This is an optimization exercise on Yosys and OpenROAD, whose aim is small area, a short achievable clock period and few clock cycles, not a production implementation. Where RTL was checked, it was by simulation tests only, not by an equivalence proof against the original. No functional check of the RTL was part of runs 1 and 8. No activity file was given, so power comes from the tool's default toggle rates.

File: design/flow/config.mk
export PLATFORM = sky130hd
export DESIGN_NAME = twb_flash_engine
export DESIGN_NICKNAME = twb_flash_engine
export VERILOG_FILES = /design/flow/design.v
export SDC_FILE = /design/flow/constraint.sdc
export NUM_CORES = 4
export LEC_CHECK = 0
export CAP_MARGIN = 20
export CORE_MARGIN = 2
export CORE_UTILIZATION = 40
export SLEW_MARGIN = 20
File: design/flow/constraint.sdc
create_clock -name core_clock -period 11.0 [get_ports {clk}]
set_input_delay 2.2000 -clock core_clock [delete_from_list [all_inputs] [get_ports {clk}]]
set_output_delay 2.2000 -clock core_clock [all_outputs]
set_load 0.01 [all_outputs]
File: design/flow/design.v
module twb_flash_engine (
    input  wire        clk,
    input  wire        rst,
    input  wire        cmd_valid,
    output wire        cmd_ready,
    input  wire        cmd_verify,       
    input  wire [15:0] cmd_length,       
    input  wire [15:0] cmd_start_page,
    input  wire [7:0]  cmd_page_size,    
    input  wire        buf_valid,
    output wire        buf_ready,
    input  wire [7:0]  buf_data,
    output wire        tx_valid,
    input  wire        tx_ready,
    output wire [7:0]  tx_data,
    output wire        tx_last,
    input  wire        ack_valid,
    output wire        ack_ready,
    input  wire        ack_ok,
    input  wire        rx_valid,
    output wire        rx_ready,
    input  wire [7:0]  rx_data,
    output reg         rsp_valid,
    output reg  [2:0]  rsp_status,
    output wire [15:0] rsp_page
);
    reg        st_idle, st_hdr, st_data, st_ack, st_read, st_fin;
    reg        verify;
    reg        first;        
    reg [7:0]  ps;
    reg [15:0] rem;          
    reg [7:0]  cnt;          
    reg [15:0] idx;          
    reg [15:0] addr;         
    reg [15:0] crc;          
    reg        mul;
    reg [7:0]  o_data;
    reg        o_valid, o_last;
    reg [7:0]  s_data;
    reg        s_valid;
    reg        tx_valid_q, buf_ready_q, rx_ready_q;
    wire [3:0] step  = crc[3:0];
    wire [1:0] h     = crc[5:4];
    wire       acarry = crc[8];
    reg        busy;         
    assign cmd_ready = ~busy;
    assign ack_ready = st_ack;
    assign tx_valid  = tx_valid_q;
    assign tx_data   = o_data;
    assign tx_last   = o_last;
    assign buf_ready = buf_ready_q;
    assign rx_ready  = rx_ready_q;
    assign rsp_page  = idx;
    wire cmd_fire = st_idle & cmd_valid;
    wire tx_fire  = tx_valid_q & tx_ready;
    wire rx_fire  = rx_ready_q & rx_valid;
    wire buf_fire = buf_ready_q & buf_valid;
    wire ack_fire = st_ack & ack_valid;
    wire hdr_fire = st_hdr & tx_fire;
    wire lo_fire  = hdr_fire & (h == 2'd3);
    wire consume  = (st_data & tx_fire) | rx_fire;
    wire end_w    = st_data & tx_fire & o_last;
    wire end_v    = rx_fire & o_last;
    wire rem_nz   = |rem;
    wire more     = rem_nz | s_valid;
    wire       rx_ff  = &rx_data;
    wire [7:0] d      = rx_ff ? 8'h00 : (rx_data ^ o_data);
    wire [7:0] x      = crc[7:0] ^ d;
    wire       par    = ^x;
    wire [15:0] crc_upd = {par, x[7] ^ par, x[7:2] ^ x[6:1], crc[15] ^ x[1] ^ x[0],
                           crc[14] ^ x[0], crc[13:9], crc[8] ^ par};
    wire       crc_z  = (crc == 16'h0000);
    wire cnt_nz    = |cnt;
    wire in_page   = st_data | st_read | st_ack | (st_hdr & (h == 2'd3));
    wire slot_free = ~o_valid | consume | lo_fire;
    wire src_avail = s_valid | buf_valid | ~rem_nz;
    wire load      = in_page & cnt_nz & slot_free & src_avail;
    wire [7:0] src = s_valid ? s_data : (rem_nz ? buf_data : 8'hFF);
    wire [7:0] add_a = mul ? cnt : addr[7:0];
    wire [7:0] add_b = (mul & ~addr[0]) ? 8'h00 : ps;
    wire [8:0] sum   = add_a + add_b;
    wire [7:0] hi_src = mul ? {cnt[0] ^ (addr[0] & ps[0]), addr[15:9]} : addr[15:8];
    wire adv_lo = hdr_fire & (h == 2'd2);
    wire adv_hi = st_hdr & (h == 2'd3) & acarry;
    wire adv    = hdr_fire & (h == 2'd0) & ~first;
    wire ok_w   = ack_fire & ack_ok & ~verify;
    wire adv_f  = st_fin & crc_z & more;
    wire ok_end = (ok_w & ~more) | (st_fin & crc_z & ~more) | abort;
    wire tr_end = ack_fire & ~ack_ok;
    wire ps_z   = (ps == 8'd0);
    wire abort  = st_hdr & mul & (step == 4'd0) & (ps_z | ~rem_nz);
    reg        n_idle, n_hdr, n_data, n_ack, n_read, n_fin;
    reg        n_mul;
    reg [7:0]  n_o;
    reg        n_ov, n_ol;
    reg        n_sv;
    reg [15:0] n_crc;
    always @(*) begin
        n_idle = st_idle | (st_fin & ~adv_f); n_hdr = st_hdr | adv_f; n_data = st_data; n_ack = st_ack;
        n_read = st_read; n_fin = 1'b0;
        if (cmd_fire) begin
            n_idle = 1'b0; n_hdr = 1'b1;
        end
        if (abort) begin
            n_idle = 1'b1; n_hdr = 1'b0;
        end
        if (lo_fire) begin
            n_hdr = 1'b0; n_data = ~verify; n_ack = verify;
        end
        if (end_w) begin
            n_data = 1'b0; n_ack = 1'b1;
        end
        if (ack_fire) begin
            n_ack  = 1'b0;
            n_read = ack_ok & verify;
            n_hdr  = ok_w & more;
            n_idle = ~ack_ok | (~verify & ~more);
        end
        if (end_v) begin
            n_read = 1'b0;
            n_fin  = 1'b1;
        end
        n_mul = cmd_fire | (mul & (step != 4'd15) & ~abort);
        n_o = o_data; n_ov = o_valid; n_ol = o_last;
        if (st_idle) begin
            n_o = 8'h02; n_ov = 1'b1; n_ol = 1'b0;
        end else if (st_hdr & (h != 2'd3)) begin
            if (tx_fire) begin
                case (h)
                    2'd0:    n_o = 8'h01;
                    2'd1:    n_o = hi_src;
                    default: begin n_o = addr[7:0]; n_ol = verify; end
                endcase
            end
        end else if (load) begin
            n_o = src; n_ov = 1'b1; n_ol = (cnt == 8'd1);
        end else if (consume & ~cnt_nz) begin
            n_o = 8'h02; n_ov = 1'b1; n_ol = 1'b0;
        end else if (consume | lo_fire) begin
            n_ov = 1'b0;
        end
        n_sv = st_idle ? 1'b0 : (s_valid ? ~load : (buf_fire & ~load));
        n_crc = 16'd0;
        if (st_read)
            n_crc = rx_fire ? crc_upd : crc;
        else if (st_hdr & ~lo_fire)
            n_crc = {crc[15:9], adv_lo & sum[8], crc[7:6], h + {1'b0, tx_fire},
                     step + {3'd0, mul}};
    end
    reg [15:0] rem_bz, idx_c;
    integer bi;
    always @(*) begin
        for (bi = 0; bi < 16; bi = bi + 1) begin
            rem_bz[bi] = ~|(rem & ((16'd1 << bi) - 16'd1));
            idx_c[bi]  = &(idx | ~((16'd1 << bi) - 16'd1));
        end
    end
    wire [15:0] rem_dec = rem ^ rem_bz;
    wire [15:0] idx_inc = idx ^ idx_c;
    wire n_rem_nz = cmd_fire ? 1'b0 : (buf_fire ? (rem != 16'd1) : rem_nz);
    always @(posedge clk) begin
        if (rst) begin
            st_idle     <= 1'b1;
            busy        <= 1'b0;
            st_hdr      <= 1'b0;
            st_data     <= 1'b0;
            st_ack      <= 1'b0;
            st_read     <= 1'b0;
            st_fin      <= 1'b0;
            mul         <= 1'b0;
            tx_valid_q  <= 1'b0;
            buf_ready_q <= 1'b0;
            rx_ready_q  <= 1'b0;
            rsp_valid   <= 1'b0;
        end else begin
            st_idle     <= n_idle;
            busy        <= ~n_idle;
            st_hdr      <= n_hdr;
            st_data     <= n_data;
            st_ack      <= n_ack;
            st_read     <= n_read;
            st_fin      <= n_fin;
            mul         <= n_mul;
            tx_valid_q  <= (n_hdr & (~n_mul | (n_crc[3:0] >= 4'd14))) | (n_data & n_ov);
            buf_ready_q <= ~n_idle & ~n_sv & n_rem_nz;
            rx_ready_q  <= n_read & n_ov;
            rsp_valid   <= abort | (ok_w & ~more) | tr_end | (st_fin & ~adv_f);
        end
        o_data  <= n_o;
        o_valid <= n_ov;
        o_last  <= n_ol;
        s_valid <= n_sv;
        crc     <= n_crc;
        if (cmd_fire)      addr <= cmd_start_page;
        else if (mul)      addr <= {sum[0], addr[15:1]};
        else if (adv_lo)   addr[7:0] <= sum[7:0];
        else if (adv_hi)   addr[15:8] <= addr[15:8] + 8'd1;
        if (cmd_fire)       rem <= cmd_length;
        else if (buf_fire)  rem <= rem_dec;
        if (cmd_fire) begin
            verify <= cmd_verify;
            ps     <= cmd_page_size;
        end
        if (cmd_fire)                    first <= 1'b1;
        else if (hdr_fire & (h == 2'd0)) first <= 1'b0;
        if (cmd_fire)        cnt <= 8'd0;
        else if (mul)        cnt <= sum[8:1];
        else if (st_hdr)     cnt <= (lo_fire & load) ? cnt - 8'd1 : ps;
        else if (load)       cnt <= cnt - 8'd1;
        if (buf_fire & ~(load & ~s_valid))
            s_data <= buf_data;
        if (cmd_fire)     idx <= cmd_start_page;
        else if (adv)     idx <= idx_inc;
        else if (ok_end)  idx <= 16'd0;
        if (abort)       rsp_status <= ps_z ? 3'd3 : 3'd0;
        else if (tr_end) rsp_status <= 3'd1;
        else if (st_fin) rsp_status <= crc_z ? 3'd0 : 3'd5;   
        else if (ok_w)   rsp_status <= 3'd0;
    end
endmodule
File: design/flow/flow/run.sh
#!/bin/bash
# Standard ORFS layout with small port buffers and a lighter clock tree.
set -euo pipefail
export BUFFER_PORTS_ARGS="-buffer_cell sky130_fd_sc_hd__buf_1"
export CTS_ARGS="-sink_clustering_enable -repair_clock_nets -dont_use_dummy_load -buf_list {sky130_fd_sc_hd__clkbuf_4 sky130_fd_sc_hd__clkbuf_8} -sink_clustering_size 24 -sink_clustering_max_diameter 80"
export SETUP_SLACK_MARGIN=7.2
bash standard.sh > standard.log 2>&1
File: design/flow/standard.sh
#!/bin/bash
# synth_recipe.tcl (not shown) runs the flow's synth.tcl, then flattens the netlist and writes it again
# the make line also repeats each setting of config.mk as NAME=value (left out here)
make -C /OpenROAD-flow-scripts/flow DESIGN_CONFIG=/design/flow/config.mk WORK_HOME=/design/flow/orfs CLKGATE_MAP_FILE= SYNTH_SCRIPT=/design/flow/synth_recipe.tcl "${@:-finish}"
==> results.yml, run 1 <==
timing:
  skew_ps: 23.6
  worst_slew_pin_slew_ps: 986
  setup_violations: 0
  hold_viol_final: 0
  setup_tns_ps: 0
  fin_crit_ps: 3680
  drv_slew: 0
  slew_headroom_pct: 34.2
  fmax_mhz: 272
  fin_crit_sh_pct: 33.4
  rsz0062_at_grt: "no"
  holdWs_ps: 448
logic_synthesis:
  synth_cell_types: 59
  yosys-top-cells-area: "edfxtp_1, dfxtp_1, xnor2_1, o21ai_0, a21oi_1"
  synth_top_area_share_pct: 33.8
  syn_area_mm2: 0.00711
  async_flop_share_pct: 0
  synth_flop_cell: "edfxtp_1"
  synth_cells: 775
  yosysTopAreaCell: "edfxtp_1"
  synth_edf_count: 80
  yosysSeqAreaShare_pct: 43.9
  ys_ff_latch: 116
  syn_area_per_cell_um2: 9.17
  synth_nets: 865
  yosys_warnings: 1
clock_network:
  clockRootBuffer: "clkbuf_8"
  numCtsBuffers: 17
  cts_tree: "yes"
  numClockSinks: 116
  cts.path.max_buffers: 2
  clkTransAtPathRegs_ps: 60
  insertion_delay_ps: 460
  cts_max_level: 4
detailed_routing:
  viasPerCell: 5.48
  post_drt_wl_per_cell_um: 17.3
  drc: 0
  drt_first_iter_violations: 464
  drtAntennaViolNets: 0
  routed_wl_mm: 18.7
  drt-pass1-iter-count: 5
  vias: 5945
finish:
  final_cell_mix: "buf_1, o21ai_0, edfxtp_1"
  diodes: 0
  layout_commonest_cell: "buf_1"
  final_cells: 1085
  area_delta_synth_final_pct: 11.5
  final_nets: 952
  drive_gt1_share_pct: 6.05
worst_setup_path:
  cp-end-kind: "flop"
  criticalPathCategory: "in2reg"
  worst_path_max_delay_cell: "a221o_2"
  path_cells: "buf_1 -> nand2_8 -> o21a_1 -> a221o_2 -> a21o_4 -> o311a_1 -> or3_1"
  r2r-start: "rem[3]"
  critPathRequiredTime_ps: 11330
  ff2ff_setup_slack_ps: 8190
  cpPeakStageDelay_ps: 380
  arrival_ps: 4000
  critPathLaunchType: "input port"
  setup.worst_path.start: "tx_ready"
  worstPathMaxFanout: 18
power_and_ir_drop:
  leakage_nw: 2.79
  ir_drop_v: 0.0000928
  powerDensity_mw_per_mm2: 147
  power_w: 0.00117
placed_design:
  dp.cells: 1064
  gp_congestion: 0.894
  io_buffers: 98
  dp_hpwl_mm: 13.7
global_route:
  track_usage_pct: 20.3
  antenna_found_initial: 0
  grt_overflow: 0
  grt_pass1_vias: 5487
  grt_pass1_wl_mm: 29.0
  grt_start_max_net_pins: 69
hold_path:
  min-delay-start: "first"
  min_path_type: "reg2reg"
die:
  die_h_um: 137
  num_rows: 48
  ios: 99
  core_mm2: 0.0174
  die_width_um: 137
  die-area_mm2: 0.0189
  initial_core_util_pct: 41.0
run:
  cap_violations: 0
status:
  status: "finished clean"
==> final cells by class <==
| class | instances | area (µm²) |
|---|---|---|
| Clock buffer | 17 | 234 |
| Fill cell | 1690 | 9430 |
| Inverter | 30 | 113 |
| Multi-Input combinational cell | 591 | 3750 |
| Sequential cell | 116 | 3120 |
| Tap cell | 225 | 282 |
| Timing Repair Buffer | 106 | 428 |
==> power breakdown <==
part	leakage [nW]	internal [W]	switching (W)
sequential	1.09	0.000518	0.0000526
clock	0.122	0.000135	0.000155
combinational	1.58	0.000134	0.000170
==> sequential cells by signal, indices dropped and copies added, names as in the netlist, 3 cells and up <==
signal / flops
addr: 16
cnt: 8
crc: 16
idx: 16
o_data: 8
ps: 8
rem: 16
rsp_status: 3
s_data: 8
==> routing by layer <==
layer  GRT usage, %  wire (µm)
met1           27.0       8510
met2           32.5       8980
met3           3.64        760
met4           8.59        469
met5              0          0
==> worst max-delay path, delay by kind of cell <==
kind                   cells  cell delay [ps]
AND/OR/NAND/NOR            2              420
AO/OA/AOI/OAI              4             1190
buffers and inverters      1              180
==> worst paths after layout <==
path         depth (start not counted)   endpoint
max                                  7  o_data[1]
min                                  2      first
max reg2reg                          4    idx[14]
min reg2reg                          2      first
==> Yosys cell counts (all sizes together) (7+ instances only) <==
| library cell | number |
|---|---|
| nor4 | 11 |
| ha | 24 |
| nor2 | 67 |
| nor3 | 15 |
| dfxtp | 36 |
| nand3 | 19 |
| mux2i | 10 |
| o31ai | 9 |
| edfxtp | 80 |
| a31oi | 7 |
| or3 | 16 |
| mux2 | 8 |
| nand2 | 80 |
| buf | 15 |
| nor2b | 9 |
| clkbuf | 23 |
| a211oi | 8 |
| xnor2 | 47 |
| xor2 | 26 |
| a21oi | 73 |
| o21ai | 81 |
| inv | 30 |
==> cell families after synthesis <==
logic type,Yosys count,share of synthesized area [%]
flops,116,43.9
fa+ha+maj,25,4.51
mux,18,2.68
simple gates,254,17.0
compound gates,220,18.6
buf+inv,68,3.98
xor+xnor,74,9.33
==> what timing repair did <==
item                                    4_1_cts  5_1_grt
pin swaps                                     1        1
gates resized for setup                       3        2
setup buffers                                 2        1
endpoints found under the setup margin       10        5
hold buffers                                  0        0
endpoints found under the hold margin         0        0
==> through the flow <==
stage | setup slack [ps] | instance area (µm²) | util, %
final | 7320 | 7930 | 45.7
after global routing | 7250 | 7930 | 45.7
after CTS | 7250 | 7910 | 45.6
after detailed placement | 6450 | 7640 | 44.0
after global placement | 6500 | 7640 | 44.0
after floorplan | 7060 | 7140 | -
==> run 2: changes to the inputs <==
--- a/design/flow/design.v
+++ b/design/flow/design.v
@@ -28,3 +28,2 @@
     reg        verify;
-    reg        first;        
     reg [7:0]  ps;
@@ -74,5 +73,5 @@
     wire in_page   = st_data | st_read | st_ack | (st_hdr & (h == 2'd3));
-    wire slot_free = ~o_valid | consume | lo_fire;
+    wire ev        = consume | lo_fire;
     wire src_avail = s_valid | buf_valid | ~rem_nz;
-    wire load      = in_page & cnt_nz & slot_free & src_avail;
+    wire load      = in_page & cnt_nz & (ev | ~o_valid) & src_avail;
     wire [7:0] src = s_valid ? s_data : (rem_nz ? buf_data : 8'hFF);
@@ -84,3 +83,3 @@
     wire adv_hi = st_hdr & (h == 2'd3) & acarry;
-    wire adv    = hdr_fire & (h == 2'd0) & ~first;
+    wire adv    = adv_f | (ok_w & more);
     wire ok_w   = ack_fire & ack_ok & ~verify;
@@ -123,3 +122,2 @@
         n_mul = cmd_fire | (mul & (step != 4'd15) & ~abort);
-        n_o = o_data; n_ov = o_valid; n_ol = o_last;
         if (st_idle) begin
@@ -127,15 +125,19 @@
         end else if (st_hdr & (h != 2'd3)) begin
-            if (tx_fire) begin
-                case (h)
-                    2'd0:    n_o = 8'h01;
-                    2'd1:    n_o = hi_src;
-                    default: begin n_o = addr[7:0]; n_ol = verify; end
-                endcase
+            n_ov = 1'b1;
+            case (h)
+                2'd0:    begin n_o = 8'h01;    n_ol = 1'b0; end
+                2'd1:    begin n_o = hi_src;   n_ol = 1'b0; end
+                default: begin n_o = addr[7:0]; n_ol = verify; end
+            endcase
+            if (~tx_fire) begin
+                n_o = o_data; n_ol = o_last;
             end
-        end else if (load) begin
-            n_o = src; n_ov = 1'b1; n_ol = (cnt == 8'd1);
-        end else if (consume & ~cnt_nz) begin
-            n_o = 8'h02; n_ov = 1'b1; n_ol = 1'b0;
-        end else if (consume | lo_fire) begin
-            n_ov = 1'b0;
+        end else if (ev) begin
+            n_o  = cnt_nz ? src : 8'h02;
+            n_ov = ~cnt_nz | src_avail;
+            n_ol = cnt_nz & (cnt == 8'd1);
+        end else begin
+            n_o  = o_valid ? o_data : src;
+            n_ov = o_valid | src_avail;
+            n_ol = o_valid ? o_last : (cnt == 8'd1);
         end
@@ -203,4 +205,2 @@
         end
-        if (cmd_fire)                    first <= 1'b1;
-        else if (hdr_fire & (h == 2'd0)) first <= 1'b0;
         if (cmd_fire)        cnt <= 8'd0;
==> results.yml, run 2 <==
timing:
  rsz0062_at_grt: "yes"
  setup_violations: 0
  fmax_mhz: 268
  skew_ps: 29.5
  worst_slew_pin_slew_ps: 927
  slew_headroom_pct: 38.2
  drv_slew: 0
  fin_crit_ps: 3730
  hold_viol_final: 0
  setup_tns_ps: 0
  fin_crit_sh_pct: 33.9
detailed_routing:
  drtAntennaViolNets: 0
  viasPerCell: 5.54
  drc: 0
  vias: 5815
  post_drt_wl_per_cell_um: 17.6
  routed_wl_mm: 18.5
  drt-pass1-iter-count: 5
  drt_first_iter_violations: 485
hold_path:
  min_path_type: "reg2reg"
  whs_endpoint: "o_data[5]"
  min-delay-start: "o_data[5]"
  hold_depth: 2
placed_design:
  gp_congestion: 0.919
  io_buffers: 98
  dp_hpwl_mm: 13.6
logic_synthesis:
  synth_cell_types: 72
  synth_cells: 739
  synth_nets: 829
  async_flop_share_pct: 0
  syn_area_mm2: 0.00701
  synth_flop_cell: "edfxtp_1"
  syn_area_per_cell_um2: 9.48
  ys_top_cells_by_count: "edfxtp_1, nand2_1, nor2_1"
  ys_ff_latch: 115
  synth.most_common_cell: "edfxtp_1"
  synth_edf_count: 80
  yosysSeqAreaShare_pct: 44.3
  yosys-top-cells-area: "edfxtp_1, dfxtp_1, xnor2_1, ha_1, o21ai_0"
  yosysTopAreaCell: "edfxtp_1"
  yosys_warnings: 1
  synth_top_area_share_pct: 34.3
global_route:
  grt_overflow: 0
  track_usage_pct: 20.9
  grt_pass1_vias: 5512
  grt_pass1_wl_mm: 29.8
  grt_start_max_net_pins: 65
  antenna_found_initial: 0
finish:
  final_cell_mix: "buf_1, edfxtp_1, nand2_1"
  final_nets: 917
  fill_cells: 1669
  drive_gt1_share_pct: 6.55
  diodes: 0
  layout_commonest_cell: "buf_1"
  area_delta_synth_final_pct: 11.7
worst_setup_path:
  reg2reg_depth: 10
  arrival_ps: 3800
  cp-end-kind: "flop"
  r2r_end: "crc[8]"
  critPathRequiredTime_ps: 11070
  criticalPathCategory: "in2reg"
  critPathLaunchType: "input port"
  ff2ff_setup_slack_ps: 7530
  r2r-start: "mul"
  worstPathMaxFanout: 8
status:
  status: "finished clean"
clock_network:
  numCtsBuffers: 17
  insertion_delay_ps: 440
  numClockSinks: 115
  clkTransAtPathRegs_ps: 70
  clockRootBuffer: "clkbuf_8"
  cts.path.max_buffers: 2
  cts_tree: "yes"
  cts_max_level: 4
power_and_ir_drop:
  leakage_nw: 2.76
  power_w: 0.00114
  powerDensity_mw_per_mm2: 145
  ir_drop_v: 0.0000739
die:
  die_width_um: 136
  ios: 99
  initial_core_util_pct: 40.7
  die-area_mm2: 0.0186
  die_h_um: 136
  core_mm2: 0.0172
  num_rows: 48
run:
  cap_violations: 0
[run 2: power breakdown]
group	internal, W	switching [W]
combinational	0.000126	0.000159
sequential	0.000513	0.0000516
clock	0.000135	0.000154
[run 2: worst max-delay path by stage]
stage,depth (start not counted),slack [ps],end,start
floorplan,6,7280,addr[0],cmd_valid
global placement,7,6740,cnt[7],tx_ready
detailed placement,7,6670,cnt[7],tx_ready
CTS,8,7230,tx_valid_q,tx_ready
global route,5,7180,s_data[6],tx_ready
finish,5,7270,s_data[6],tx_ready
[run 2: cell type report]
| class | instances | area, µm² | area share, % |
|---|---|---|---|
| clock buffer | 17 | 234 | 2.99 |
| multi-input combinational | 567 | 3710 | 47.4 |
| inverter | 23 | 86.3 | 1.10 |
| timing repair buffer | 103 | 413 | 5.28 |
| sequential | 115 | 3100 | 39.7 |
| tap | 225 | 282 | 3.60 |
[run 2: timing repair]
action | in CTS | in global routing
setup endpoints to repair | 9 | 45
hold buffers | 0 | 0
pin swaps | 0 | 1
setup buffers | 0 | 1
gates resized for setup | 2 | 6
[run 2: critical path, stage by stage]
cell	delay (ps)
buf_1	140
a32oi_1	320
o211ai_1	180
nor3b_2	200
a21oi_1	750
[run 2: metal layers]
layer | share of wire (%) | GRT usage (%) | vias to the layer above
met4 | 1.9 | 6.77 | 0
met2 | 45 | 31.5 | 209
met5 | 0 | 0 | -
li1 | - | - | 2864
met3 | 5.9 | 4.70 | 29
met1 | 48 | 29.6 | 2713
[run 2: per-stage QoR]
step           hold slack [ps]  utilization, %  area (µm²)  setup slack (ps)  instances
3_3_place_gp               528            43.8        7550              6740       1032
2_1_floorplan              501               -        7010              7280        739
6_report                   547            45.4        7830              7270       1050
4_1_cts                    550            45.2        7790              7230       1049
5_1_grt                    574            45.4        7830              7180       1050
3_5_place_dp               541            43.8        7550              6670       1032
[run 2: logic make-up after synthesis]
kind of cell,after synthesis,share of synthesized area [%]
compound gates,192,16.5
buf+inv,57,3.25
flops,115,44.3
fa+ha+maj,25,4.57
mux,30,4.50
simple gates,246,17.3
xor+xnor,74,9.55
Testbench counts of run 2, summed over its fixed seeds: cycles 62,558.
==> run 3: changes to the inputs <==
--- a/design/flow/flow/run.sh
+++ b/design/flow/flow/run.sh
@@ -5,3 +5,3 @@
 export CTS_ARGS="-sink_clustering_enable -repair_clock_nets -dont_use_dummy_load -buf_list {sky130_fd_sc_hd__clkbuf_4 sky130_fd_sc_hd__clkbuf_8} -sink_clustering_size 24 -sink_clustering_max_diameter 80"
-export SETUP_SLACK_MARGIN=7.2
+export SETUP_SLACK_MARGIN=7.4
 bash standard.sh > standard.log 2>&1
==> results.yml, run 3 <==
die:
  core_mm2: 0.0172
  num_rows: 48
  die_h_um: 136
  ios: 99
  die-area_mm2: 0.0186
  initial_core_util_pct: 40.7
  die_width_um: 136
finish:
  final_nets: 923
  diodes: 0
  fin_area_mm2: 0.00796
  layout_commonest_cell: "buf_1"
  area_delta_synth_final_pct: 13.5
  fill_cells: 1725
  drive_gt1_share_pct: 8.18
  post-route-util_pct: 46.2
  final_cell_mix: "buf_1, edfxtp_1, nand2_1"
timing:
  holdWs_ps: 531
  setup_tns_ps: 0
  fin_crit_ps: 3550
  setup_violations: 0
  drv_slew: 0
  fin_ws_ps: 7450
  worst_slew_pin_slew_ps: 678
  fmax_mhz: 282
  hold_viol_final: 0
  fin_crit_sh_pct: 32.3
  skew_ps: 21.0
  slew_headroom_pct: 54.7
  rsz0062_at_grt: "no"
logic_synthesis:
  yosys-top-cells-area: "edfxtp_1, dfxtp_1, xnor2_1, ha_1, o21ai_0"
  syn_area_per_cell_um2: 9.48
  synth_nets: 829
  synth_top_area_share_pct: 34.3
  synth_flop_cell: "edfxtp_1"
  ys_ff_latch: 115
  synth_cell_types: 72
  async_flop_share_pct: 0
  yosys_warnings: 1
  synth.most_common_cell: "edfxtp_1"
  synth_cells: 739
  yosysSeqAreaShare_pct: 44.3
  ys_top_cells_by_count: "edfxtp_1, nand2_1, nor2_1"
  yosysTopAreaCell: "edfxtp_1"
  syn_area_mm2: 0.00701
  synth_edf_count: 80
global_route:
  grt_pass1_wl_mm: 29.4
  antenna_found_initial: 0
  grt_pass1_vias: 5565
  grt_start_max_net_pins: 65
  track_usage_pct: 20.5
  grt_overflow: 0
run:
  cap_violations: 0
detailed_routing:
  vias: 5868
  drt_first_iter_violations: 402
  viasPerCell: 5.56
  drc: 0
  drt-pass1-iter-count: 5
  post_drt_wl_per_cell_um: 17.5
  drtAntennaViolNets: 0
  routed_wl_mm: 18.5
clock_network:
  cts_tree: "yes"
  cts_max_level: 4
  cts.path.max_buffers: 2
  cts_hold_buf: 0
  numCtsBuffers: 17
  clkTransAtPathRegs_ps: 60
  numClockSinks: 115
  insertion_delay_ps: 450
  clockRootBuffer: "clkbuf_8"
worst_setup_path:
  critPathRequiredTime_ps: 11080
  path_cells: "clkbuf_2 -> a32oi_1 -> o211ai_1 -> nor3b_4 -> buf_4 -> a21oi_2"
  cpPeakStageDelay_ps: 430
  critPathLaunchType: "input port"
  ff2ff_setup_slack_ps: 7580
  cp_num_buf_inv: 2
  r2r_end: "cnt[7]"
  worstPathMaxFanout: 8
  worst_path_max_delay_cell: "a21oi_2"
  cp_top_family: "compound AO/OA/AOI/OAI gates"
  criticalPathCategory: "in2reg"
  r2r-start: "mul"
  cp-end-kind: "flop"
  arrival_ps: 3630
  reg2reg_depth: 10
power_and_ir_drop:
  switching_power_w: 0.000363
  p_seq_share_pct: 49.5
  p_comb_share_pct: 25.4
  power.internal_w: 0.000776
  powerDensity_mw_per_mm2: 143
  clkPwrFrac_pct: 25.1
  leakage_nw: 2.81
  swShare_pct: 31.9
  ir_drop_v: 0.0000879
hold_path:
  hold_depth: 2
  min_path_type: "reg2reg"
  whs_endpoint: "o_data[6]"
  min-delay-start: "o_data[6]"
status:
  status: "finished clean"
placed_design:
  place_area_mm2: 0.00757
  dp_hpwl_mm: 13.5
  dpl_worst_slack_ps: 6710
  io_buffers: 98
  gp_congestion: 0.859
[run 3: cell counts after synthesis]
Identical to the previous run, type by type.
[run 3: worst max-delay path by stage]
stage,from,to,slack (ps),cells after the start
after floorplan,tx_ready,cnt[6],7420,7
final,tx_ready,s_data[0],7450,6
after global placement,cmd_valid,idx[6],6780,7
after CTS,tx_ready,cnt[6],7390,8
after global routing,tx_ready,s_data[0],7380,6
after detailed placement,cmd_valid,idx[6],6710,7
[run 3: worst min-delay path: cells and delay by family (launching register included)]
kind / cells / cell delay, ps
DFF: 1 / 330
and+or+nand+nor: 1 / 100
AOI/OAI and AO/OA: 1 / 50
[run 3: through the flow]
stage	power [W]	cells
4_1_cts	0.00114	1050
3_5_place_dp	0.000855	1032
3_3_place_gp	0.000853	1032
2_1_floorplan	0.000772	739
5_1_grt	0.00120	1056
6_report	0.00114	1056
[run 3: final cells by class]
cell class / count / area [µm²] / area share (%)
clock buffer: 17 / 234 / 2.94
inverter: 23 / 86.3 / 1.09
multi-input combinational: 567 / 3770 / 47.4
sequential: 115 / 3110 / 39.0
tap: 225 / 282 / 3.54
timing repair buffer: 109 / 475 / 5.98
[run 3: layer usage]
layer / share of wire [%] / routed length, µm / global-route usage [%] / vias to the layer above
met1: 49 / 8990 / 28.6 / 2781
met5: 0 / 0 / 0 / -
met2: 44 / 8180 / 31.5 / 181
met3: 5.1 / 947 / 4.29 / 32
met4: 1.9 / 343 / 7.35 / 0
li1: - / - / - / 2874
[run 3: cells by family (layout without fill, tap and decap cells)]
family	count (synthesis)	after routing	share of synthesized area, %
simple gates	246	246	17.3
flops	115	115	44.3
xor+xnor	74	74	9.55
compound gates	192	192	16.5
buf+inv	57	149	3.25
mux	30	30	4.50
fa+ha+maj	25	25	4.57
[run 3: power groups by stage]
stage	Combinational, W	Clock, W	Sequential [W]
final	0.000289	0.000286	0.000564
after global routing	0.000324	0.000307	0.000570
after CTS	0.000286	0.000293	0.000563
after detailed placement	0.000283	0	0.000572
after global placement	0.000280	0	0.000573
after floorplan	0.000219	0	0.000553
[run 3: timing repair]
| action | in CTS | in global routing |
|---|---|---|
| hold endpoints to repair | 0 | 0 |
| pin swaps | 1 | 2 |
| buffers inserted | 1 | 6 |
| setup endpoints to repair | 69 | 53 |
| resized for setup | 10 | 10 |
==> run 4: changes to the inputs <==
--- a/design/flow/design.v
+++ b/design/flow/design.v
@@ -35,2 +35,3 @@
     reg        mul;
+    reg        nmul;         
     reg [7:0]  o_data;
@@ -77,4 +78,4 @@
     wire [7:0] src = s_valid ? s_data : (rem_nz ? buf_data : 8'hFF);
-    wire [7:0] add_a = mul ? cnt : addr[7:0];
-    wire [7:0] add_b = (mul & ~addr[0]) ? 8'h00 : ps;
+    wire [7:0] add_a = nmul ? addr[7:0] : cnt;
+    wire [7:0] add_b = (~nmul & ~addr[0]) ? 8'h00 : ps;
     wire [8:0] sum   = add_a + add_b;
@@ -172,2 +173,3 @@
             mul         <= 1'b0;
+            nmul        <= 1'b1;
             tx_valid_q  <= 1'b0;
@@ -185,2 +187,3 @@
             mul         <= n_mul;
+            nmul        <= ~n_mul;
             tx_valid_q  <= (n_hdr & (~n_mul | (n_crc[3:0] >= 4'd14))) | (n_data & n_ov);
@@ -209,3 +212,3 @@
         else if (load)       cnt <= cnt - 8'd1;
-        if (buf_fire & ~(load & ~s_valid))
+        if (~s_valid)        
             s_data <= buf_data;
--- a/design/flow/flow/run.sh
+++ b/design/flow/flow/run.sh
@@ -5,3 +5,3 @@
 export CTS_ARGS="-sink_clustering_enable -repair_clock_nets -dont_use_dummy_load -buf_list {sky130_fd_sc_hd__clkbuf_4 sky130_fd_sc_hd__clkbuf_8} -sink_clustering_size 24 -sink_clustering_max_diameter 80"
-export SETUP_SLACK_MARGIN=7.4
+export SETUP_SLACK_MARGIN=7.8
 bash standard.sh > standard.log 2>&1
==> results.yml, run 4 <==
logic_synthesis:
  yosysTopAreaCell: "edfxtp_1"
  ys_top_cells_by_count: "nand2_1, edfxtp_1, nor2_1, o21ai_0, xnor2_1"
  synth_nets: 831
  syn_area_per_cell_um2: 9.50
  synth_cell_types: 73
  syn_area_mm2: 0.00704
  synth.most_common_cell: "nand2_1"
  yosys_warnings: 1
  synth_cells: 741
  ys_ff_latch: 116
  async_flop_share_pct: 0
  yosysSeqAreaShare_pct: 44.3
  yosys-top-cells-area: "edfxtp_1, dfxtp_1, xnor2_1, o21ai_0, nand2_1"
  synth_top_area_share_pct: 34.1
  synth_flop_cell: "edfxtp_1"
  synth_edf_count: 80
die:
  ios: 99
  die_width_um: 137
  num_rows: 48
  core_mm2: 0.0172
  initial_core_util_pct: 40.9
  die-area_mm2: 0.0187
  die_h_um: 137
timing:
  setup_tns_ps: 0
  fin_crit_ps: 3330
  fmax_mhz: 300
  setup_violations: 0
  slew_headroom_pct: 46.6
  drv_slew: 0
  skew_ps: 23.4
  fin_crit_sh_pct: 30.3
  worst_slew_pin_slew_ps: 796
  hold_viol_final: 0
  rsz0062_at_grt: "yes"
clock_network:
  cts.path.max_buffers: 2
  cts_tree: "yes"
  clkTransAtPathRegs_ps: 70
  cts_hold_buf: 0
  numCtsBuffers: 17
  cts_max_level: 4
  insertion_delay_ps: 450
  clockRootBuffer: "clkbuf_8"
  numClockSinks: 116
detailed_routing:
  drt_first_iter_violations: 472
  routed_wl_mm: 20.4
  drtAntennaViolNets: 0
  viasPerCell: 5.54
  drc: 0
  vias: 6228
  drt-pass1-iter-count: 5
  post_drt_wl_per_cell_um: 18.1
worst_setup_path:
  r2r_end: "buf_ready_q"
  setup.worst_path.start: "rx_data[3]"
  critPathLaunchType: "input port"
  critPathRequiredTime_ps: 11170
  cp-end-kind: "flop"
  worstPathMaxFanout: 2
  r2r-start: "rem[0]"
  ff2ff_setup_slack_ps: 8100
  arrival_ps: 3500
  reg2reg_depth: 9
  criticalPathCategory: "in2reg"
global_route:
  grt_pass1_wl_mm: 32.3
  grt_overflow: 0
  grt_pass1_vias: 6001
  antenna_found_initial: 0
  grt_start_max_net_pins: 41
  track_usage_pct: 22.8
placed_design:
  gp_congestion: 0.832
  io_buffers: 98
  dp_hpwl_mm: 13.7
  place_area_mm2: 0.00775
finish:
  diodes: 0
  post-route-util_pct: 52.5
  fill_cells: 1575
  drive_gt1_share_pct: 23.8
  fin_area_mm2: 0.00904
  area_delta_synth_final_pct: 28.4
  layout_commonest_cell: "edfxtp_1"
  final_cell_mix: "edfxtp_1, nand2_1, buf_1"
  final_nets: 991
hold_path:
  whs_endpoint: "o_data[1]"
  min-delay-start: "o_data[1]"
  min_path_type: "reg2reg"
  hold_depth: 1
power_and_ir_drop:
  leakage_nw: 3.48
  powerDensity_mw_per_mm2: 137
  ir_drop_v: 0.0000728
  power_w: 0.00124
status:
  status: "finished clean"
run:
  cap_violations: 0
run 4: power by group:
part	leakage, nW	total [W]	switching (W)	internal [W]
sequential	1.11	0.000570	0.0000523	0.000518
clock	0.122	0.000291	0.000156	0.000136
combinational	2.25	0.000374	0.000194	0.000180
total	3.48	0.00124	0.000402	0.000833
run 4: cell type report:
class,instances,area (µm²),share of cell area (%)
Multi-Input combinational cell,567,4080,45.2
Sequential cell,116,3170,35.1
Inverter,26,97.6,1.08
Timing Repair Buffer,173,1170,13.0
Clock buffer,17,234,2.59
Tap cell,225,282,3.11
run 4: worst max-delay path by stage:
| stage | to | slack (ps) |
|---|---|---|
| 4_1_cts | crc[14] | 7690 |
| 3_5_place_dp | addr[13] | 6790 |
| 3_3_place_gp | addr[12] | 6830 |
| 2_1_floorplan | crc[14] | 7420 |
| 5_1_grt | cnt[1] | 7620 |
| 6_report | crc[14] | 7670 |
run 4: worst max-delay path: stages:
cell and delay (ps):
buf_6 110, xnor2_4 150, xnor2_2 260, xnor2_2 170, xnor2_2 150, mux2i_1 270, xnor2_1 140, nor2_1 50
run 4: per-layer routing:
| layer | GRT usage (%) | vias to the layer above | share of wire [%] |
|---|---|---|---|
| met3 | 3.93 | 43 | 5.7 |
| met4 | 9.43 | 0 | 2.9 |
| met1 | 31.1 | 2948 | 45 |
| met2 | 35.6 | 227 | 46 |
| met5 | 0 | - | 0 |
| li1 | - | 3010 | - |
run 4: cell families (layout without fill, tap and decap cells):
| group | Yosys count | in the layout | share of synthesized area [%] |
|---|---|---|---|
| compound gates | 192 | 192 | 17.5 |
| xor+xnor | 73 | 73 | 9.38 |
| fa+ha+maj | 25 | 25 | 4.55 |
| buf+inv | 59 | 216 | 3.39 |
| flops | 116 | 116 | 44.3 |
| mux | 19 | 19 | 2.86 |
| simple gates | 257 | 258 | 18.0 |
run 4: through the flow:
stage / hold WS (ps) / setup slack [ps] / instances
finish: 521 / 7670 / 1124
global route: 527 / 7620 / 1124
CTS: 536 / 7690 / 1094
detailed placement: 536 / 6790 / 1034
global placement: 533 / 6830 / 1034
floorplan: 490 / 7420 / 741
run 4: repair_timing:
item | 4_1_cts | 5_1_grt
gates cloned | 3 | 1
buffers inserted | 40 | 29
pin swaps | 30 | 21
endpoints found under the setup margin | 108 | 73
resized for setup | 96 | 33
Testbench counts of run 4, summed over its fixed seeds: cycles 62,558.
==> run 5: changes to the inputs <==
--- a/design/flow/flow/run.sh
+++ b/design/flow/flow/run.sh
@@ -5,3 +5,3 @@
 export CTS_ARGS="-sink_clustering_enable -repair_clock_nets -dont_use_dummy_load -buf_list {sky130_fd_sc_hd__clkbuf_4 sky130_fd_sc_hd__clkbuf_8} -sink_clustering_size 24 -sink_clustering_max_diameter 80"
-export SETUP_SLACK_MARGIN=7.8
+export SETUP_SLACK_MARGIN=7.6
 bash standard.sh > standard.log 2>&1
==> results.yml, run 5 <==
timing:
  drv_slew: 0
  holdWs_ps: 552
  setup_tns_ps: 0
  slew_headroom_pct: 40.4
  fin_crit_sh_pct: 30.9
  rsz0062_at_grt: "yes"
  worst_slew_pin_slew_ps: 894
  skew_ps: 27.7
  hold_viol_final: 0
  fin_crit_ps: 3400
  setup_violations: 0
  fmax_mhz: 294
logic_synthesis:
  synth_cells: 741
  yosys-top-cells-area: "edfxtp_1, dfxtp_1, xnor2_1, o21ai_0, nand2_1"
  synth_nets: 831
  ys_top_cells_by_count: "nand2_1, edfxtp_1, nor2_1, o21ai_0, xnor2_1"
  yosys_warnings: 1
  async_flop_share_pct: 0
  yosysTopAreaCell: "edfxtp_1"
  syn_area_per_cell_um2: 9.50
  syn_area_mm2: 0.00704
  ys_ff_latch: 116
  synth_top_area_share_pct: 34.1
  synth_cell_types: 73
  synth_flop_cell: "edfxtp_1"
  synth.most_common_cell: "nand2_1"
  synth_edf_count: 80
  yosysSeqAreaShare_pct: 44.3
clock_network:
  numClockSinks: 116
  clkTransAtPathRegs_ps: 50
  clockRootBuffer: "clkbuf_8"
  cts_tree: "yes"
  insertion_delay_ps: 450
  cts_max_level: 4
  numCtsBuffers: 17
  cts.path.max_buffers: 2
worst_setup_path:
  worst_path_max_delay_cell: "o211a_4"
  critPathRequiredTime_ps: 11300
  arrival_ps: 3700
  worstPathMaxFanout: 4
  cp_num_buf_inv: 4
  criticalPathCategory: "in2reg"
  cp-end-kind: "flop"
  cpPeakStageDelay_ps: 310
  cp_top_family: "compound AO/OA/AOI/OAI gates"
  critPathLaunchType: "input port"
  cpMostUsedCell: "buf_4"
  path_cells: "buf_8 -> nand4_4 -> o211a_4 -> a211oi_4 -> buf_4 -> buf_6 -> nand2_4 -> buf_4 -> a311oi_2 -> a21oi_1"
placed_design:
  place_area_mm2: 0.00768
  gp_congestion: 0.851
  io_buffers: 98
  dp_hpwl_mm: 13.9
die:
  ios: 99
  die_width_um: 137
  core_mm2: 0.0172
  die-area_mm2: 0.0187
  die_h_um: 137
  num_rows: 48
  initial_core_util_pct: 40.9
global_route:
  grt_start_max_net_pins: 51
  track_usage_pct: 20.9
  grt_overflow: 0
  grt_pass1_vias: 5588
  grt_pass1_wl_mm: 29.9
  antenna_found_initial: 0
status:
  status: "finished clean"
power_and_ir_drop:
  power_w: 0.00119
  p_seq_share_pct: 48.3
  leakage_nw: 3.01
  powerDensity_mw_per_mm2: 145
  ir_drop_v: 0.0000817
  swShare_pct: 32.5
  power.internal_w: 0.000804
  switching_power_w: 0.000387
  clkPwrFrac_pct: 24.2
  p_comb_share_pct: 27.6
detailed_routing:
  post_drt_wl_per_cell_um: 17.7
  drc: 0
  routed_wl_mm: 18.9
  drt-pass1-iter-count: 5
  viasPerCell: 5.50
  drt_first_iter_violations: 525
  drtAntennaViolNets: 0
  vias: 5872
hold_path:
  min_path_type: "reg2reg"
finish:
  final_nets: 935
  diodes: 0
  final_cell_mix: "buf_1, edfxtp_1, nand2_1"
  fin_area_mm2: 0.00824
  area_delta_synth_final_pct: 17.0
  drive_gt1_share_pct: 11.9
  layout_commonest_cell: "buf_1"
run:
  cap_violations: 0
-- run 5: cell counts after synthesis --
Identical to the previous run, type by type.
-- run 5: path summary, 6_finish.rpt --
kind,from,endpoint,slack [ps],cells past startpoint
hold / removal,cnt[6],cnt[6],550,2
setup reg to reg,nmul,crc[8],7920,12
setup / recovery,tx_ready,cnt[4],7600,10
hold reg to reg,cnt[6],cnt[6],550,2
-- run 5: power groups by stage --
stage	registers [W]	logic, W	clock network (W)
6_report	0.000575	0.000329	0.000288
5_1_grt	0.000581	0.000366	0.000311
4_1_cts	0.000573	0.000316	0.000292
3_5_place_dp	0.000582	0.000309	0
3_3_place_gp	0.000581	0.000307	0
2_1_floorplan	0.000562	0.000241	0
-- run 5: logic make-up (layout without fill, tap and decap cells) --
logic type               count (synthesis)  in the layout  synth area share (%)
flip-flops                             116            116                  44.3
AND/OR/NAND/NOR                        257            257                  18.0
AO/OA/AOI/OAI                          192            192                  17.5
multiplexers                            19             19                  2.86
adder cells (fa/ha/maj)                 25             25                  4.55
buffers and inverters                   59            161                  3.39
XOR/XNOR                                73             73                  9.38
-- run 5: timing repair --
action | in CTS | in global routing
hold buffers | 0 | 0
endpoints found under the setup margin | 53 | 48
cloned | 0 | 1
pin swaps | 4 | 15
setup buffers | 5 | 11
gates resized for setup | 20 | 22
-- run 5: per-stage QoR --
stage	utilization, %	setup slack (ps)	cells
3_3_place_gp	44.5	6720	1034
3_5_place_dp	44.5	6600	1034
6_report	47.8	7600	1068
4_1_cts	46.6	7570	1056
5_1_grt	47.8	7530	1068
2_1_floorplan	-	7420	741
-- run 5: area by class of cell --
class                   instances  area (µm²)
well taps                     225         282
repair buffers                118         592
fillers                      1639        9000
multi-input cells             566        3910
inverters                      26         100
flip-flops and latches        116        3120
clock buffers                  17         234
-- run 5: metal layers --
metal / GRT usage [%] / wire length, µm
met4: 6.42 / 351
met5: 0 / 0
met1: 29.6 / 8970
met3: 4.63 / 1050
met2: 31.9 / 8520
-- run 5: worst min-delay path: stages, from the launching register on --
cell	delay (ps)
dfxtp_1	360
nand2_1	70
a31oi_1	70
==> run 6: changes to the inputs <==
--- a/design/flow/flow/run.sh
+++ b/design/flow/flow/run.sh
@@ -5,3 +5,3 @@
 export CTS_ARGS="-sink_clustering_enable -repair_clock_nets -dont_use_dummy_load -buf_list {sky130_fd_sc_hd__clkbuf_4 sky130_fd_sc_hd__clkbuf_8} -sink_clustering_size 24 -sink_clustering_max_diameter 80"
-export SETUP_SLACK_MARGIN=7.6
+export SETUP_SLACK_MARGIN=7.4
 bash standard.sh > standard.log 2>&1
==> results.yml, run 6 <==
logic_synthesis:
  synth_edf_count: 80
  synth_top_area_share_pct: 34.1
  async_flop_share_pct: 0
  syn_area_per_cell_um2: 9.50
  synth_cells: 741
  syn_area_mm2: 0.00704
  ys_ff_latch: 116
  synth.most_common_cell: "nand2_1"
  synth_cell_types: 73
  yosysSeqAreaShare_pct: 44.3
  yosys-top-cells-area: "edfxtp_1, dfxtp_1, xnor2_1, o21ai_0, nand2_1"
  yosys_warnings: 1
  ys_top_cells_by_count: "nand2_1, edfxtp_1, nor2_1, o21ai_0, xnor2_1"
  synth_flop_cell: "edfxtp_1"
  yosysTopAreaCell: "edfxtp_1"
  synth_nets: 831
timing:
  hold_viol_final: 0
  drv_slew: 0
  setup_tns_ps: 0
  slew_headroom_pct: 38.0
  fmax_mhz: 286
  fin_crit_sh_pct: 31.8
  skew_ps: 34.3
  setup_violations: 0
  rsz0062_at_grt: "no"
  fin_crit_ps: 3500
  worst_slew_pin_slew_ps: 930
power_and_ir_drop:
  leakage_nw: 2.87
  p_seq_share_pct: 49.0
  p_comb_share_pct: 26.7
  powerDensity_mw_per_mm2: 147
  swShare_pct: 32.2
  ir_drop_v: 0.0000834
  power.internal_w: 0.000792
  switching_power_w: 0.000375
  clkPwrFrac_pct: 24.3
detailed_routing:
  wl_met1_mm: 8.79
  drc: 0
  drt-pass1-iter-count: 5
  drtAntennaViolNets: 0
  wl_met2_mm: 8.09
  vias: 5806
  viasPerCell: 5.52
  wl_met3_mm: 1.06
  post_drt_wl_per_cell_um: 17.3
  routed_wl_mm: 18.2
  drt_first_iter_violations: 460
  top_layer_used: "met4"
placed_design:
  dp_hpwl_mm: 13.8
  place_area_mm2: 0.00763
  gp_congestion: 0.810
  dp.cells: 1034
  io_buffers: 98
finish:
  final_cells: 1052
  final_nets: 919
  layout_commonest_cell: "buf_1"
  area_delta_synth_final_pct: 12.8
  drive_gt1_share_pct: 8.34
  final_cell_mix: "buf_1, nand2_1, edfxtp_1"
  fill_cells: 1679
  diodes: 0
  fin_area_mm2: 0.00794
worst_setup_path:
  arrival_ps: 3820
  cp-end-kind: "flop"
  worstPathMaxFanout: 10
  criticalPathCategory: "in2reg"
  critPathRequiredTime_ps: 11320
  critPathLaunchType: "input port"
die:
  die-area_mm2: 0.0187
  core_mm2: 0.0172
  die_h_um: 137
  die_width_um: 137
  num_rows: 48
  ios: 99
  initial_core_util_pct: 40.9
run:
  cap_violations: 0
hold_path:
  min_path_type: "reg2reg"
clock_network:
  clkTransAtPathRegs_ps: 50
  cts.path.max_buffers: 2
  insertion_delay_ps: 450
  cts_hold_buf: 0
  cts_max_level: 4
  clockRootBuffer: "clkbuf_8"
  numCtsBuffers: 17
  numClockSinks: 116
  cts_tree: "yes"
status:
  status: "finished clean"
global_route:
  grt_pass1_wl_mm: 29.0
  track_usage_pct: 20.4
  grt_start_max_net_pins: 51
  grt_overflow: 0
  grt_pass1_vias: 5459
  antenna_found_initial: 0
==> run 6: timing repair <==
item                                    CTS  global route
endpoints found under the setup margin   39            29
resized for setup                        10            10
pin swaps                                 1             2
setup buffers                             1             0
==> run 6: layer usage <==
layer / global-route usage (%) / vias up
li1: - / 2855
met1: 29.1 / 2731
met2: 30.4 / 202
met3: 4.89 / 18
met4: 6.71 / 0
met5: 0 / -
==> run 6: logic make-up after synthesis <==
logic type	synth area share, %
multiplexers	2.86
AO/OA/AOI/OAI	17.5
buffers and inverters	3.39
flip-flops	44.3
AND/OR/NAND/NOR	18.0
adder cells (fa/ha/maj)	4.55
XOR/XNOR	9.38
==> run 6: layout make-up <==
| class | instances | area (µm²) | share of cell area [%] |
|---|---|---|---|
| Clock buffer | 17 | 234 | 2.95 |
| Inverter | 26 | 100 | 1.26 |
| Timing Repair Buffer | 102 | 410 | 5.17 |
| Sequential cell | 116 | 3120 | 39.3 |
| Multi-Input combinational cell | 566 | 3790 | 47.8 |
| Tap cell | 225 | 282 | 3.54 |
==> run 6: worst paths after layout <==
check,startpoint,to,slack [ps],cells after the start
max,tx_ready,tx_valid_q,7500,7
max reg2reg,nmul,addr[6],7930,12
min,cnt[6],cnt[6],540,2
min reg2reg,cnt[6],cnt[6],540,2
==> run 6: worst max-delay path, cell delays in order <==
cell and delay, ps:
buf_2 140, a32oi_2 330, nand2_1 160, a21boi_4 330, nor4b_2 340, inv_1 100, a22o_1 220
==> run 6: through the flow <==
stage	utilization [%]	setup WS (ps)	hold WS [ps]	total power [W]
finish	46.1	7500	538	0.00117
global route	46.1	7400	570	0.00123
CTS	45.9	7440	530	0.00118
detailed placement	44.3	6590	524	0.000888
global placement	44.3	6680	521	0.000886
floorplan	-	7400	485	0.000800
==> run 6: power groups by stage <==
stage          clock (W)  sequential, W  combinational (W)
3_3_place_gp           0       0.000581           0.000306
6_report        0.000284       0.000572           0.000311
4_1_cts         0.000293       0.000571           0.000312
3_5_place_dp           0       0.000580           0.000308
5_1_grt         0.000309       0.000578           0.000348
2_1_floorplan          0       0.000562           0.000238
==> run 7: changes to the inputs <==
==> design/flow/flow/run.sh (replaced) <==
#!/bin/bash
# Standard ORFS layout with small port buffers and a lighter clock tree.
set -euo pipefail
export BUFFER_PORTS_ARGS="-buffer_cell sky130_fd_sc_hd__buf_1"
export CTS_ARGS="-sink_clustering_enable -repair_clock_nets -dont_use_dummy_load -buf_list {sky130_fd_sc_hd__clkbuf_4} -sink_clustering_size 24 -sink_clustering_max_diameter 80"
export SETUP_SLACK_MARGIN=7.4
bash standard.sh > standard.log 2>&1
==> results.yml, run 7 <==
clock_network:
  clkTransAtPathRegs_ps: 70
  numClockSinks: 116
  numCtsBuffers: 17
  cts.path.max_buffers: 2
  insertion_delay_ps: 560
  cts_tree: "yes"
  cts_max_level: 4
  clockRootBuffer: "clkbuf_4"
timing:
  rsz0062_at_grt: "yes"
  skew_ps: 51.0
  fin_crit_sh_pct: 32.3
  slew_headroom_pct: 37.8
  drv_slew: 0
  fin_crit_ps: 3550
  hold_viol_final: 0
  setup_violations: 0
  holdWs_ps: 546
  worst_slew_pin_slew_ps: 932
  fmax_mhz: 282
  setup_tns_ps: 0
finish:
  final_cell_mix: "buf_1, nand2_1, edfxtp_1"
  final_nets: 920
  area_delta_synth_final_pct: 10.8
  drive_gt1_share_pct: 7.61
  layout_commonest_cell: "buf_1"
logic_synthesis:
  yosysSeqAreaShare_pct: 44.3
  synth_flop_cell: "edfxtp_1"
  synth.most_common_cell: "nand2_1"
  syn_area_mm2: 0.00704
  synth_cells: 741
  yosysTopAreaCell: "edfxtp_1"
  synth_cell_types: 73
  ys_ff_latch: 116
  yosys_warnings: 1
  synth_nets: 831
  async_flop_share_pct: 0
  syn_area_per_cell_um2: 9.50
  ys_top_cells_by_count: "nand2_1, edfxtp_1, nor2_1, o21ai_0, xnor2_1"
  synth_edf_count: 80
  synth_top_area_share_pct: 34.1
  yosys-top-cells-area: "edfxtp_1, dfxtp_1, xnor2_1, o21ai_0, nand2_1"
worst_setup_path:
  critPathRequiredTime_ps: 11180
  criticalPathCategory: "in2reg"
  critPathLaunchType: "input port"
  worstPathMaxFanout: 50
  arrival_ps: 3730
  ff2ff_setup_slack_ps: 7940
  cp-end-kind: "flop"
detailed_routing:
  drc: 0
  vias: 5809
  viasPerCell: 5.51
  drtAntennaViolNets: 0
  routed_wl_mm: 18.2
  drt_first_iter_violations: 499
  post_drt_wl_per_cell_um: 17.3
  drt-pass1-iter-count: 5
power_and_ir_drop:
  swShare_pct: 33.6
  power_w: 0.00109
  ir_drop_v: 0.0000663
  switching_power_w: 0.000367
  power.internal_w: 0.000725
  p_comb_share_pct: 28.3
  leakage_nw: 2.82
  powerDensity_mw_per_mm2: 140
  clkPwrFrac_pct: 19.4
  p_seq_share_pct: 52.3
run:
  cap_violations: 0
global_route:
  antenna_found_initial: 1
  grt_overflow: 0
  grt_pass1_wl_mm: 29.0
  grt_start_max_net_pins: 51
  track_usage_pct: 20.3
  grt_pass1_vias: 5436
die:
  initial_core_util_pct: 40.9
  num_rows: 48
  die-area_mm2: 0.0187
  core_mm2: 0.0172
  die_h_um: 137
  ios: 99
  die_width_um: 137
placed_design:
  io_buffers: 98
  gp_congestion: 0.810
  dp_hpwl_mm: 13.8
status:
  status: "finished clean"
hold_path:
  min_path_type: "reg2reg"
[run 7: cell counts after synthesis]
Identical to the previous run, type by type.
[run 7: path summary, 6_finish.rpt]
| kind | from | end | cells past startpoint |
|---|---|---|---|
| max | cmd_valid | addr[3] | 7 |
| min | cnt[6] | cnt[6] | 2 |
| max reg2reg | nmul | crc[8] | 12 |
| min reg2reg | cnt[6] | cnt[6] | 2 |
[run 7: critical path: stages]
cell and delay (ps):
buf_1 110, nand2_1 70, buf_6 210, inv_2 280, buf_6 340, nor2_1 160, nand2_1 320
[run 7: cell type report]
type | count | area [µm²]
repair buffers | 103 | 414
clock buffers | 17 | 128
inverters | 26 | 97.6
fillers | 1691 | 9430
well taps | 225 | 282
multi-input cells | 566 | 3760
flip-flops and latches | 116 | 3120
diodes | 1 | 2.50
[run 7: power groups by stage]
stage	Sequential, W	Clock, W	Combinational [W]
floorplan	0.000562	0	0.000238
global placement	0.000581	0	0.000306
detailed placement	0.000580	0	0.000308
CTS	0.000570	0.000218	0.000310
global route	0.000577	0.000234	0.000346
finish	0.000571	0.000212	0.000309
[run 7: what timing repair did]
action | in CTS | in global routing
buffers inserted | 0 | 2
hold buffers | 0 | 0
pin swaps | 0 | 1
gates resized for setup | 4 | 4
hold endpoints to repair | 0 | 0
endpoints found under the setup margin | 27 | 35
[run 7: layer usage]
metal,vias up,GRT usage [%],share of wire [%]
li1,2865,-,-
met1,2720,28.9,47
met2,203,30.4,44
met3,21,4.81,6.6
met4,0,6.77,1.9
met5,-,0,0
[run 7: kinds of logic after synthesis]
family	synth area share, %
compound gates	17.5
flops	44.3
simple gates	18.0
fa+ha+maj	4.55
buf+inv	3.39
mux	2.86
xor+xnor	9.38
[run 7: metrics by stage]
step / area (µm²) / cells / setup WS, ps / util, %
finish: 7800 / 1054 / 7450 / 45.3
global route: 7800 / 1054 / 7310 / 45.3
CTS: 7770 / 1051 / 7410 / 45.1
detailed placement: 7630 / 1034 / 6590 / 44.3
global placement: 7630 / 1034 / 6680 / 44.3
floorplan: 7100 / 741 / 7400 / -
==> run 8: changes to the inputs <==
--- a/design/flow/design.v
+++ b/design/flow/design.v
@@ -90,3 +90,3 @@
     wire ps_z   = (ps == 8'd0);
-    wire abort  = st_hdr & mul & (step == 4'd0) & (ps_z | ~rem_nz);
+    wire abort  = st_hdr & mul & (step == 4'd1) & (ps_z | ~rem_nz);
     reg        n_idle, n_hdr, n_data, n_ack, n_read, n_fin;
@@ -145,3 +145,3 @@
         n_sv = st_idle ? 1'b0 : (s_valid ? ~load : (buf_fire & ~load));
-        n_crc = 16'd0;
+        n_crc = {15'd0, cmd_fire};    
         if (st_read)
@@ -198,3 +198,3 @@
         crc     <= n_crc;
-        if (cmd_fire)      addr <= cmd_start_page;
+        if (cmd_fire)      addr <= {cmd_start_page[0] & cmd_page_size[0], cmd_start_page[15:1]};
         else if (mul)      addr <= {sum[0], addr[15:1]};
@@ -208,3 +208,3 @@
         end
-        if (cmd_fire)        cnt <= 8'd0;
+        if (cmd_fire)        cnt <= cmd_start_page[0] ? {1'b0, cmd_page_size[7:1]} : 8'd0;
         else if (mul)        cnt <= sum[8:1];
==> design/flow/flow/run.sh (replaced) <==
#!/bin/bash
# Standard ORFS layout with small port buffers and a lighter clock tree.
set -euo pipefail
export BUFFER_PORTS_ARGS="-buffer_cell sky130_fd_sc_hd__buf_1"
export CTS_ARGS="-sink_clustering_enable -repair_clock_nets -dont_use_dummy_load -buf_list {sky130_fd_sc_hd__clkbuf_4 sky130_fd_sc_hd__clkbuf_8} -sink_clustering_size 24 -sink_clustering_max_diameter 80"
export SETUP_SLACK_MARGIN=7.4
bash standard.sh > standard.log 2>&1
==> results.yml, run 8 <==
die:
  ios: 99
  die_h_um: 137
  die-area_mm2: 0.0188
  core_mm2: 0.0173
  initial_core_util_pct: 41.0
  die_width_um: 137
  num_rows: 48
worst_setup_path:
  reg2reg_depth: 13
  worst_path_max_delay_cell: "a2111o_1"
  r2r-start: "nmul"
  cpPeakStageDelay_ps: 590
  critPathLaunchType: "input port"
  r2r_end: "crc[8]"
  crit_end: "cnt[2]"
  cp_top_family: "compound AO/OA/AOI/OAI gates"
  cp_num_buf_inv: 2
  worstPathMaxFanout: 8
  criticalPathCategory: "in2reg"
  path_cells: "buf_1 -> nand2_2 -> inv_4 -> a21oi_2 -> nand2_1 -> o41ai_2 -> a21oi_1 -> a2111o_1"
  path_depth: 8
  setup.worst_path.start: "tx_ready"
  critPathRequiredTime_ps: 11130
  cp-end-kind: "flop"
  arrival_ps: 3610
  ff2ff_setup_slack_ps: 7930
clock_network:
  clockRootBuffer: "clkbuf_8"
  cts_max_level: 4
  numClockSinks: 116
  cts_hold_buf: 0
  insertion_delay_ps: 440
  cts_tree: "yes"
  clkTransAtPathRegs_ps: 60
  numCtsBuffers: 17
  cts.path.max_buffers: 2
logic_synthesis:
  syn_area_mm2: 0.00709
  async_flop_share_pct: 0
  synth_cells: 727
  synth_cell_types: 72
  ys_top_cells_by_count: "edfxtp_1, nand2_1, nor2_1"
  yosysSeqAreaShare_pct: 45.2
  yosys-top-cells-area: "edfxtp_1, dfxtp_1, xnor2_1, nand2_1, ha_1"
  ys_ff_latch: 116
  synth_flop_cell: "edfxtp_1"
  yosysTopAreaCell: "edfxtp_1"
  synth_edf_count: 88
  synth_nets: 817
  synth_top_area_share_pct: 37.3
  synth.most_common_cell: "edfxtp_1"
  syn_area_per_cell_um2: 9.75
  yosys_warnings: 1
timing:
  rsz0062_at_grt: "no"
  skew_ps: 32.8
  fmax_mhz: 288
  fin_ws_ps: 7520
  worst_slew_pin_slew_ps: 966
  setup_violations: 0
  hold_viol_final: 0
  drv_slew: 0
  fin_crit_ps: 3480
  setup_tns_ps: 0
  fin_crit_sh_pct: 31.6
  slew_headroom_pct: 35.6
detailed_routing:
  routed_wl_mm: 17.6
  drt-pass1-iter-count: 5
  post_drt_wl_per_cell_um: 17.0
  viasPerCell: 5.41
  drt_first_iter_violations: 307
  drc: 0
  drtAntennaViolNets: 0
  vias: 5602
finish:
  drive_gt1_share_pct: 9.49
  fill_cells: 1710
  fin_area_mm2: 0.00796
  area_delta_synth_final_pct: 12.3
  diodes: 0
  final_nets: 903
  final_cell_mix: "buf_1, edfxtp_1, nand2_1"
  layout_commonest_cell: "buf_1"
power_and_ir_drop:
  leakage_nw: 2.85
  power_w: 0.00114
  ir_drop_v: 0.0000811
  powerDensity_mw_per_mm2: 143
global_route:
  antenna_found_initial: 0
  grt_pass1_wl_mm: 28.2
  grt_start_max_net_pins: 52
  grt_overflow: 0
  track_usage_pct: 19.6
  grt_pass1_vias: 5402
run:
  cap_violations: 0
placed_design:
  dpl_worst_slack_ps: 6630
  gp_congestion: 0.827
  dp_hpwl_mm: 13.4
  place_area_mm2: 0.00765
  io_buffers: 98
status:
  status: "finished clean"
hold_path:
  min_path_type: "reg2reg"
[run 8: cell count changes after synthesis, moves of 5 or more]
| cell | previous run | this run |
|---|---|---|
| o31a_1 | 8 | 0 |
| o21ai_0 | 72 | 48 |
| a221oi_1 | 1 | 6 |
| dfxtp_1 | 36 | 28 |
| o21ai_1 | 3 | 8 |
| o21ai_2 | 0 | 10 |
| edfxtp_1 | 80 | 88 |
| nor2_1 | 72 | 58 |
| o22a_1 | 0 | 6 |
| nor3_1 | 14 | 24 |
[run 8: repair_timing]
item	4_1_cts	5_1_grt
setup endpoints to repair	65	58
resized for setup	4	10
buffers inserted	0	1
pin swaps	0	3
[run 8: worst min-delay path by stage]
| stage | start | endpoint | cells past startpoint |
|---|---|---|---|
| after global placement | o_data[5] | o_data[5] | 2 |
| after detailed placement | o_data[7] | o_data[7] | 2 |
| after global routing | o_data[4] | o_data[4] | 2 |
| final | o_data[4] | o_data[4] | 2 |
| after floorplan | crc[11] | crc[3] | 1 |
| after CTS | o_data[4] | o_data[4] | 2 |
[run 8: power by group]
group,switching [W],internal (W),total [W]
Sequential,0.0000510,0.000527,0.000578
Clock,0.000144,0.000135,0.000279
Combinational,0.000156,0.000126,0.000282
[run 8: final cells by class]
type / count / area (µm²) / area share (%)
multi-input combinational: 550 / 3720 / 46.7
timing repair buffer: 102 / 418 / 5.25
tap: 225 / 282 / 3.54
clock buffer: 17 / 234 / 2.94
sequential: 116 / 3200 / 40.3
inverter: 26 / 105 / 1.32
[run 8: logic make-up (layout without fill, tap and decap cells)]
family          count (synthesis)  count (layout)  synth area share (%)
compound gates                177             177                  16.2
simple gates                  250             250                  17.5
mux                            23              23                  3.41
fa+ha+maj                      25              25                  4.52
xor+xnor                       75              75                  9.59
buf+inv                        61             145                  3.62
flops                         116             116                  45.2
[run 8: metal layers]
| metal | part of all wire (%) | vias to the layer above | GRT usage (%) | wire [µm] |
|---|---|---|---|---|
| met2 | 45 | 147 | 30.0 | 8000 |
| met3 | 4.7 | 18 | 4.11 | 824 |
| met5 | 0 | - | 0 | 0 |
| li1 | - | 2791 | - | - |
| met1 | 48 | 2646 | 27.9 | 8500 |
| met4 | 1.6 | 0 | 5.90 | 273 |
[run 8: worst min-delay path: stages (launching register included)]
cell	delay, ps
dfxtp_1	330
nor2_1	110
nor3_1	50
[run 8: metrics by stage]
step / util (%) / hold WS (ps) / instances
6_report: 46.0 / 532 / 1036
4_1_cts: 45.7 / 539 / 1035
3_5_place_dp: 44.3 / 525 / 1018
2_1_floorplan: - / 502 / 727
5_1_grt: 46.0 / 575 / 1036
3_3_place_gp: 44.3 / 521 / 1018

-- what the ideal ports hide --
The flow's constraints put no driver on any port. The routed layouts listed below were extracted and timed again, unchanged, in two steps. Step 1 sets driving cells, clkbuf_16 on the clock port and buf_2 on the other inputs (assumed; they add their load-dependent delay and slew). Step 2 adds t to the input delays and takes it off the output delays; t is the mean of the earliest and latest rising clock arrival at the registers after step 1. Input paths then give back, and output paths get back, about the clock's delay inside the block. Slacks: no drivers / after step 1 / after step 2; pairs: no drivers / after step 1.
run | t (ns) | setup slack, ns | worst setup path at the end | worst register clock-pin slew, ns | worst slew at a driven data input, ns
run 1 | 0.485 | 7.325 / 7.341 / 6.856 | input to register | 0.08 / 0.08 | 0.05
run 2 | 0.468 | 7.267 / 7.280 / 6.812 | input to register | 0.08 / 0.08 | 0.04
run 3 | 0.474 | 7.450 / 7.466 / 6.993 | input to register | 0.07 / 0.07 | 0.04
run 4 | 0.478 | 7.670 / 7.674 / 7.196 | input to register | 0.08 / 0.08 | 0.06
run 5 | 0.477 | 7.601 / 7.587 / 7.110 | input to register | 0.08 / 0.08 | 0.05
run 6 | 0.474 | 7.503 / 7.520 / 7.046 | input to register | 0.08 / 0.08 | 0.04
run 7 | 0.570 | 7.451 / 7.460 / 6.891 | input to register | 0.12 / 0.12 | 0.04
run 8 | 0.464 | 7.524 / 7.543 / 7.080 | input to register | 0.07 / 0.07 | 0.05
After both steps setup and hold are still met in every run listed. The setup slack of run 7, which loses most, moves by +0.009 ns with the drivers and by -0.560 ns with both steps.
